From an optimization exercise on the open Yosys and OpenROAD flow, aimed at small area, a short achievable clock period and few clock cycles; shortcuts taken in it are not production practice. Only simulation tests tie the RTL to the original design; equivalence was not proved. Power and IR drop assume default switching activity.

`flow/run.sh`:
```
#!/bin/bash
# synth_recipe.tcl (not shown) runs the flow's synth.tcl, then flattens the netlist and writes it again
# the make line also repeats each setting of config.mk as NAME=value (left out here)
make -C /OpenROAD-flow-scripts/flow DESIGN_CONFIG=/design/flow/config.mk WORK_HOME=/design/flow/orfs CLKGATE_MAP_FILE= SYNTH_SCRIPT=/design/flow/synth_recipe.tcl finish
```
`flow/config.mk`:
```
export PLATFORM = sky130hd
export DESIGN_NAME = frame_codec
export DESIGN_NICKNAME = frame_codec
export VERILOG_FILES = /design/flow/design.v
export SDC_FILE = /design/flow/constraint.sdc
export NUM_CORES = 4
export LEC_CHECK = 0
export CAP_MARGIN = 20
export CORE_MARGIN = 2
export CORE_UTILIZATION = 40
export SLEW_MARGIN = 20
```
`flow/constraint.sdc`:
```
create_clock -name core_clock -period 4.0 [get_ports {clk}]
set_input_delay 0.8000 -clock core_clock [delete_from_list [all_inputs] [get_ports {clk}]]
set_output_delay 0.8000 -clock core_clock [all_outputs]
set_load 0.01 [all_outputs]
```
`flow/design.v`:
```
module crc16_serial (
    input  wire        clk,
    input  wire        rst,
    input  wire        init,     
    input  wire        start,    
    input  wire [7:0]  din,
    output wire        busy,
    output reg  [15:0] crc
);
    localparam [15:0] CRC_POLY = 16'h1021;
    localparam [15:0] CRC_INIT = 16'h0000;
    reg [7:0] shreg;
    reg [3:0] cnt;
    assign busy = (cnt != 4'd0);
    wire        fb      = crc[15] ^ shreg[7];
    wire [15:0] crc_nxt = {crc[14:0], 1'b0} ^ (fb ? CRC_POLY : 16'h0000);
    always @(posedge clk) begin
        if (rst) begin
            crc   <= CRC_INIT;
            shreg <= 8'h00;
            cnt   <= 4'd0;
        end else if (busy) begin
            crc   <= crc_nxt;
            shreg <= {shreg[6:0], 1'b0};
            cnt   <= cnt - 4'd1;
        end else if (init) begin
            crc   <= CRC_INIT;
        end else if (start) begin
            shreg <= din;
            cnt   <= 4'd8;
        end
    end
endmodule
module frame_encoder (
    input  wire       clk,
    input  wire       rst,
    input  wire       in_valid,
    input  wire [7:0] in_data,
    output wire       in_ready,
    output wire       tx_valid,
    output wire [7:0] tx_data,
    output wire       tx_last,
    input  wire       tx_ready
);
    localparam [7:0] START = 8'h7E;
    localparam [7:0] ESC   = 8'h7D;
    localparam [2:0] E_IDLE = 3'd0,
                     E_OP   = 3'd1,
                     E_LEN  = 3'd2,
                     E_PAY  = 3'd3,
                     E_CRCL = 3'd4,
                     E_CRCH = 3'd5;
    reg [2:0] state;
    reg [7:0] remain;        
    localparam [1:0] S_EMPTY = 2'd0, S_ESC = 2'd1, S_BYTE = 2'd2;
    reg [1:0] ost;
    reg [7:0] obyte;
    reg       olast;
    wire out_empty = (ost == S_EMPTY);
    wire       crc_busy;
    wire [15:0] crc;
    reg        crc_init;
    reg        crc_start;
    crc16_serial u_crc (
        .clk(clk), .rst(rst), .init(crc_init), .start(crc_start),
        .din(in_data), .busy(crc_busy), .crc(crc)
    );
    wire body_state = (state == E_OP) || (state == E_LEN) || (state == E_PAY);
    assign in_ready = body_state && out_empty && !crc_busy;
    wire   take     = in_valid && in_ready;
    assign tx_valid = !out_empty;
    assign tx_data  = (ost == S_ESC) ? ESC : obyte;
    assign tx_last  = (ost == S_BYTE) && olast;
    function is_reserved(input [7:0] b);
        is_reserved = (b == START) || (b == ESC);
    endfunction
    always @(*) begin
        crc_init  = (state == E_IDLE) && in_valid && out_empty;
        crc_start = take;
    end
    always @(posedge clk) begin
        if (rst) begin
            state  <= E_IDLE;
            remain <= 8'd0;
            ost    <= S_EMPTY;
            obyte  <= 8'h00;
            olast  <= 1'b0;
        end else begin
            if (tx_valid && tx_ready) begin
                if (ost == S_ESC) ost <= S_BYTE;
                else              ost <= S_EMPTY;
            end
            case (state)
            E_IDLE: begin
                if (in_valid && out_empty) begin
                    ost   <= S_BYTE;         
                    obyte <= START;
                    olast <= 1'b0;
                    state <= E_OP;
                end
            end
            E_OP, E_LEN, E_PAY: begin
                if (take) begin
                    ost   <= is_reserved(in_data) ? S_ESC : S_BYTE;
                    obyte <= in_data;
                    olast <= 1'b0;
                    if (state == E_OP) begin
                        state <= E_LEN;
                    end else if (state == E_LEN) begin
                        remain <= in_data;
                        state  <= (in_data == 8'd0) ? E_CRCL : E_PAY;
                    end else begin
                        remain <= remain - 8'd1;
                        if (remain == 8'd1) state <= E_CRCL;
                    end
                end
            end
            E_CRCL: begin
                if (out_empty && !crc_busy) begin
                    ost   <= is_reserved(crc[7:0]) ? S_ESC : S_BYTE;
                    obyte <= crc[7:0];
                    olast <= 1'b0;
                    state <= E_CRCH;
                end
            end
            E_CRCH: begin
                if (out_empty) begin
                    ost   <= is_reserved(crc[15:8]) ? S_ESC : S_BYTE;
                    obyte <= crc[15:8];
                    olast <= 1'b1;
                    state <= E_IDLE;
                end
            end
            default: state <= E_IDLE;
            endcase
        end
    end
endmodule
module frame_decoder (
    input  wire       clk,
    input  wire       rst,
    input  wire       rx_valid,
    input  wire [7:0] rx_data,
    input  wire       rx_last,
    output wire       rx_ready,
    output reg        body_valid,
    output reg  [7:0] body_data,
    input  wire       body_ready,
    output reg        res_valid,
    output reg  [2:0] res_cause,
    input  wire       res_ready
);
    localparam [7:0] START = 8'h7E;
    localparam [7:0] ESC   = 8'h7D;
    localparam [2:0] C_OK     = 3'd0,
                     C_MARKER = 3'd1,
                     C_TRUNC  = 3'd2,
                     C_LENGTH = 3'd3,
                     C_CRC    = 3'd4;
    localparam [1:0] D_START = 2'd0, D_BODY = 2'd1, D_DONE = 2'd2, D_ERR = 2'd3;
    reg [1:0] dph;
    reg       escf;
    reg [8:0] n;             
    reg [7:0] len;
    reg [7:0] rcrc_lo;
    reg [2:0] cause;
    wire        crc_busy;
    wire [15:0] crc;
    assign rx_ready = !crc_busy && !body_valid && !res_valid;
    wire   take     = rx_valid && rx_ready;
    wire is_content  = (dph == D_BODY) && (escf || (rx_data != ESC));
    wire in_body     = (n < 9'd2) || (n < ({1'b0, len} + 9'd2));
    wire is_body     = is_content && in_body;
    wire is_crc_hi   = is_content && !in_body && (n == ({1'b0, len} + 9'd3));
    wire crc_ok      = (crc == {rx_data, rcrc_lo});
    crc16_serial u_crc (
        .clk(clk), .rst(rst),
        .init(take && (dph == D_START)),
        .start(take && is_body),
        .din(rx_data), .busy(crc_busy), .crc(crc)
    );
    reg [1:0] dph_nxt;
    reg [2:0] cause_nxt;
    always @(*) begin
        dph_nxt   = dph;
        cause_nxt = cause;
        case (dph)
        D_START: begin
            if (rx_data == START) begin
                dph_nxt = D_BODY;
            end else begin
                dph_nxt   = D_ERR;
                cause_nxt = C_MARKER;
            end
        end
        D_BODY: begin
            if (is_crc_hi) begin
                if (crc_ok) begin
                    dph_nxt = D_DONE;
                end else begin
                    dph_nxt   = D_ERR;
                    cause_nxt = C_CRC;
                end
            end
        end
        D_DONE: begin
            dph_nxt   = D_ERR;
            cause_nxt = C_LENGTH;
        end
        default: ;
        endcase
    end
    always @(posedge clk) begin
        if (rst) begin
            dph        <= D_START;
            escf       <= 1'b0;
            n          <= 9'd0;
            len        <= 8'd0;
            rcrc_lo    <= 8'd0;
            cause      <= C_OK;
            body_valid <= 1'b0;
            body_data  <= 8'h00;
            res_valid  <= 1'b0;
            res_cause  <= C_OK;
        end else begin
            if (body_valid && body_ready) body_valid <= 1'b0;
            if (res_valid && res_ready)   res_valid  <= 1'b0;
            if (take) begin
                if (dph == D_BODY) begin
                    if (escf) escf <= 1'b0;
                    else if (rx_data == ESC) escf <= 1'b1;
                end
                if (dph == D_START) begin
                    n    <= 9'd0;
                    escf <= 1'b0;
                end
                if (is_content) begin
                    n <= n + 9'd1;
                    if (n == 9'd1) len <= rx_data;
                    if (is_body) begin
                        body_valid <= 1'b1;
                        body_data  <= rx_data;
                    end else if (!is_crc_hi) begin
                        rcrc_lo <= rx_data;
                    end
                end
                if (rx_last) begin
                    res_valid <= 1'b1;
                    case (dph_nxt)
                    D_DONE:  res_cause <= C_OK;
                    D_ERR:   res_cause <= cause_nxt;
                    default: res_cause <= C_TRUNC;
                    endcase
                    dph   <= D_START;
                    cause <= C_OK;
                end else begin
                    dph   <= dph_nxt;
                    cause <= cause_nxt;
                end
            end
        end
    end
endmodule
module frame_codec (
    input  wire       clk,
    input  wire       rst,
    input  wire       enc_valid,
    input  wire [7:0] enc_data,
    output wire       enc_ready,
    output wire       tx_valid,
    output wire [7:0] tx_data,
    output wire       tx_last,
    input  wire       tx_ready,
    input  wire       rx_valid,
    input  wire [7:0] rx_data,
    input  wire       rx_last,
    output wire       rx_ready,
    output wire       body_valid,
    output wire [7:0] body_data,
    input  wire       body_ready,
    output wire       res_valid,
    output wire [2:0] res_cause,
    input  wire       res_ready
);
    frame_encoder u_enc (
        .clk(clk), .rst(rst),
        .in_valid(enc_valid), .in_data(enc_data), .in_ready(enc_ready),
        .tx_valid(tx_valid), .tx_data(tx_data), .tx_last(tx_last),
        .tx_ready(tx_ready)
    );
    frame_decoder u_dec (
        .clk(clk), .rst(rst),
        .rx_valid(rx_valid), .rx_data(rx_data), .rx_last(rx_last),
        .rx_ready(rx_ready),
        .body_valid(body_valid), .body_data(body_data), .body_ready(body_ready),
        .res_valid(res_valid), .res_cause(res_cause), .res_ready(res_ready)
    );
endmodule
```
==> summary.txt <==
status = finished clean
R2R setup slack = 0.86 ns
final core occ = 0.491
unrepaired setup endpoints after global routing = no
fraction of the mapped netlist area in simple logic gates = 0.216
CTS Sinks = 122
Leak = 0.00287 µW
setup_tns = 0 ns
maximum number of pins on one net before global-route repair = 73
setup ws final = 0.559 ns
Main synth FF type = dfxtp_1
Initial Util = 0.410
hpwl dp = 11.5 mm
Post-DRT Antenna Nets = 0
vias in the first global route = 5419
part of the power in combinational logic = 0.355
post-CTS setup buffers = 0
relative slew slack = 0.366
H-tree Lvls = 4
mux cell area share after synthesis = 0.0448
crit path capture type = primary output
P_sw = 1760 µW
power share of the clock group = 0.311
hold_buf cts = 0
io pins = 49
Post-synth ARST share = 0
nets@finish = 802
Req. time, crit path = 3.20 ns
final wirelength = 16.2 mm
Vias = 5508
chip width = 129 µm
syn avg cell area = 8.56 µm²
first-pass GRT wire length = 27.0 mm
fin. max-slew vios = 0
Overflow after GRT = 0
Tcrit/Tclk final = 0.860
cell-internal power = 3010 µW
Distinct cells, synth = 61
post-synthesis net count = 771
Synthesis Warnings = 3
Vert. Die Dim = 129 µm
post-synthesis compound-gate area fraction = 0.205
remaining routing DRC violations = 0
Sw Share = 0.369
Post-synth EDFFs = 0
die area = 0.0167 mm²
clock latency (worst-skew pair) = 0.42 ns
total CTS buffers = 17
post-CTS sizing = 0
Layout Area Growth over Synthesis = 19.6%
Hold/Removal Path Class = reg2reg
mapped cell area = 0.00626 mm²
worst hold start = u_dec.u_crc.shreg[1]
Final Hold Fails = 0
MaxCap Viol Count = 0
Cells after Synth = 731
DR vias/cell = 5.59
layout cells sized above 1 = 0.0774
port buffer count = 48
R2R Path End = u_dec.body_data[4]
main combinational cell family by area after synthesis = simple AND/OR/NAND/NOR gates
fmax = 0.291 GHz
clk buf depth = 2
Worst Tran Pin Value = 0.948 ns
critical-path maximum fanout = 9
core area = 0.0153 mm²
CP Class = reg2out
initial antenna violation count = 0
Critical Path Start Type = register
RePlAce Congestion = 0.871
Iteration-0 DRC Markers = 330
dpl ws = 0.744 ns
xor and xnor fraction of the mapped netlist area = 0.0616
crit path time final = 3.44 ns
row count = 45
hold depth = 2
ant diodes = 0
clock root buffer = clkbuf_16
Max IR drop VDD = 0.000340 V
Critical Path AT = 2.64 ns
Clock Skew = 0.0101 ns
gr usage total = 0.204
Seq/Total Area, Yosys = 0.390
routed len/inst = 16.4 µm
CTS clk-pin slew, worst paths = 0.06 ns
fill cell count = 1510
1st-pass router iterations = 5
R2R cell count = 10
R2R Path Start = u_dec.len[2]
#FFs+latches synth = 122
hold endpoint = u_dec.u_crc.shreg[1]
Seq pwr share = 0.334
PD cells = 638 mW/mm²
Synth Area in Adders = 0.0320
# setup viols final = 0
CTS tree = built
power groups by stage:
stage                     Combinational, µW  Sequential [µW]  Clock (µW)
after floorplan                        1250             1530           0
after global placement                 1650             1610           0
after detailed placement               1680             1610           0
after CTS                              1700             1590        1510
after global routing                   1890             1620        1560
final                                  1690             1590        1490
layout by cell type, fill, tap and decap left out, drive strengths merged, types with 5 or more instances in the layout:
cell	synthesis	routed
nand3	32	32
a211oi	12	12
o21ai	23	23
and3	5	5
nand4	9	9
a22oi	10	10
o211a	7	7
mux2i	28	28
nor3	20	20
ha	16	16
nor2b	8	8
a21oi	54	54
xor2	37	37
clkdlybuf4s50	0	47
o221ai	8	8
nand2	52	52
inv	27	27
and2	9	9
buf	7	16
nand2b	16	16
a22o	31	31
or3	5	5
clkbuf	44	21
nor4	17	17
dfxtp	122	122
xnor2	7	7
nor2	66	66
a311oi	9	9
clkinv	0	5
o22ai	6	6
critical path: stages, from the launching register on:
cell	delay [ns]
dfxtp_1	0.36
or4_1	0.69
nor4_4	0.53
clkdlybuf4s50_1	0.65
kinds of logic after synthesis:
logic type      Yosys count
compound gates          185
xor+xnor                 44
fa+ha+maj                16
buf+inv                  78
flops                   122
mux                      28
simple gates            258
registers in the layout, indices dropped and copies added (netlist names):
name,count
u_dec.u_crc.shreg,8
u_dec.len,8
u_dec.u_crc.cnt,4
u_dec.rcrc_lo,8
u_enc.u_crc.crc,16
u_enc.obyte,8
u_dec.cause,3
u_enc.u_crc.shreg,8
u_dec.res_valid,1
u_dec.u_crc.crc,16
u_dec.body_valid,1
u_enc.state,3
u_enc.u_crc.cnt,4
u_enc.ost,2
u_enc.remain,8
u_dec.escf,1
u_dec.body_data,8
u_dec.n,9
u_dec.dph,2
u_enc.olast,1
u_dec.res_cause,3
synth_stat cells, types with 16 or more instances:
master / instances / area (µm²)
clkbuf_1: 43 / 161
a21oi_1: 54 / 270
dfxtp_1: 122 / 2440
inv_1: 27 / 101
xor2_1: 37 / 324
a22o_1: 31 / 272
nor3_1: 20 / 100
nand2b_1: 16 / 100
nor2_1: 66 / 248
o21ai_0: 22 / 110
nand2_1: 51 / 191
mux2i_1: 28 / 280
nand3_1: 32 / 160
ha_1: 16 / 200
stage by stage:
step / cell area [µm²] / hold slack (ns) / cells / power [µW]
2_1_floorplan: 6260 / 0.444 / 731 / 2780
3_3_place_gp: 6910 / 0.451 / 954 / 3260
3_5_place_dp: 6910 / 0.463 / 954 / 3300
4_1_cts: 7480 / 0.471 / 986 / 4800
5_1_grt: 7480 / 0.491 / 986 / 5080
6_report: 7480 / 0.470 / 986 / 4770
per-layer routing:
metal / vias up / track usage / share of wire
met5: - / 0 / 0
met3: 30 / 0.0417 / 0.041
met1: 2619 / 0.259 / 0.46
met2: 148 / 0.342 / 0.48
met4: 0 / 0.0774 / 0.022
li1: 2711 / - / -
final cells by class:
| cell class | count | area [µm²] | share of cell area |
|---|---|---|---|
| clock buffer | 21 | 450 | 0.0602 |
| clock inverter | 11 | 123 | 0.0164 |
| inverter | 27 | 101 | 0.0135 |
| multi-input combinational | 531 | 3520 | 0.470 |
| sequential | 122 | 2440 | 0.326 |
| tap | 211 | 264 | 0.0353 |
| timing repair buffer | 63 | 588 | 0.0786 |
worst max-delay path by stage:
| stage | cells after the start | start | endpoint | slack (ns) |
|---|---|---|---|---|
| 2_1_floorplan | 13 | u_dec.len[3] | u_dec.body_data[4] | 1.36 |
| 3_3_place_gp | 7 | rx_data[0] | u_dec.body_data[7] | 0.74 |
| 3_5_place_dp | 7 | rx_data[0] | u_dec.u_crc.shreg[0] | 0.74 |
| 4_1_cts | 3 | u_enc.u_crc.cnt[0] | enc_ready | 0.53 |
| 5_1_grt | 4 | u_enc.ost[1] | enc_ready | 0.42 |
| 6_report | 3 | u_enc.u_crc.cnt[0] | enc_ready | 0.56 |
Testbench counts, summed over its fixed seeds: cycles 31,718.

-- static timing again, ports no longer ideal --
In the flow no input, the clock included, has a driving cell. The finished layout below was timed again as built, in two steps. Step 1, drivers: a clkbuf_16 drives clk and a buf_2 each remaining input, both assumed. Step 2 moves the port delays by t, midway between the first and last clock arrival at a register: inputs arrive t later, outputs are due t later. That takes back most of the time a late clock gives input paths. Three values: no drivers, after step 1, after step 2; two values: the first two.
t (ns): 0.456
setup slack, ns: 0.559 / 0.515 / 0.673
worst setup path after step 2: input to register
worst register clock-pin slew, ns: 0.06 / 0.06
worst data-port slew with drivers (ns): 0.04
After both steps setup and hold are still met in this run. The setup slack of this run moves by -0.044 ns with the drivers and by +0.114 ns with both steps.
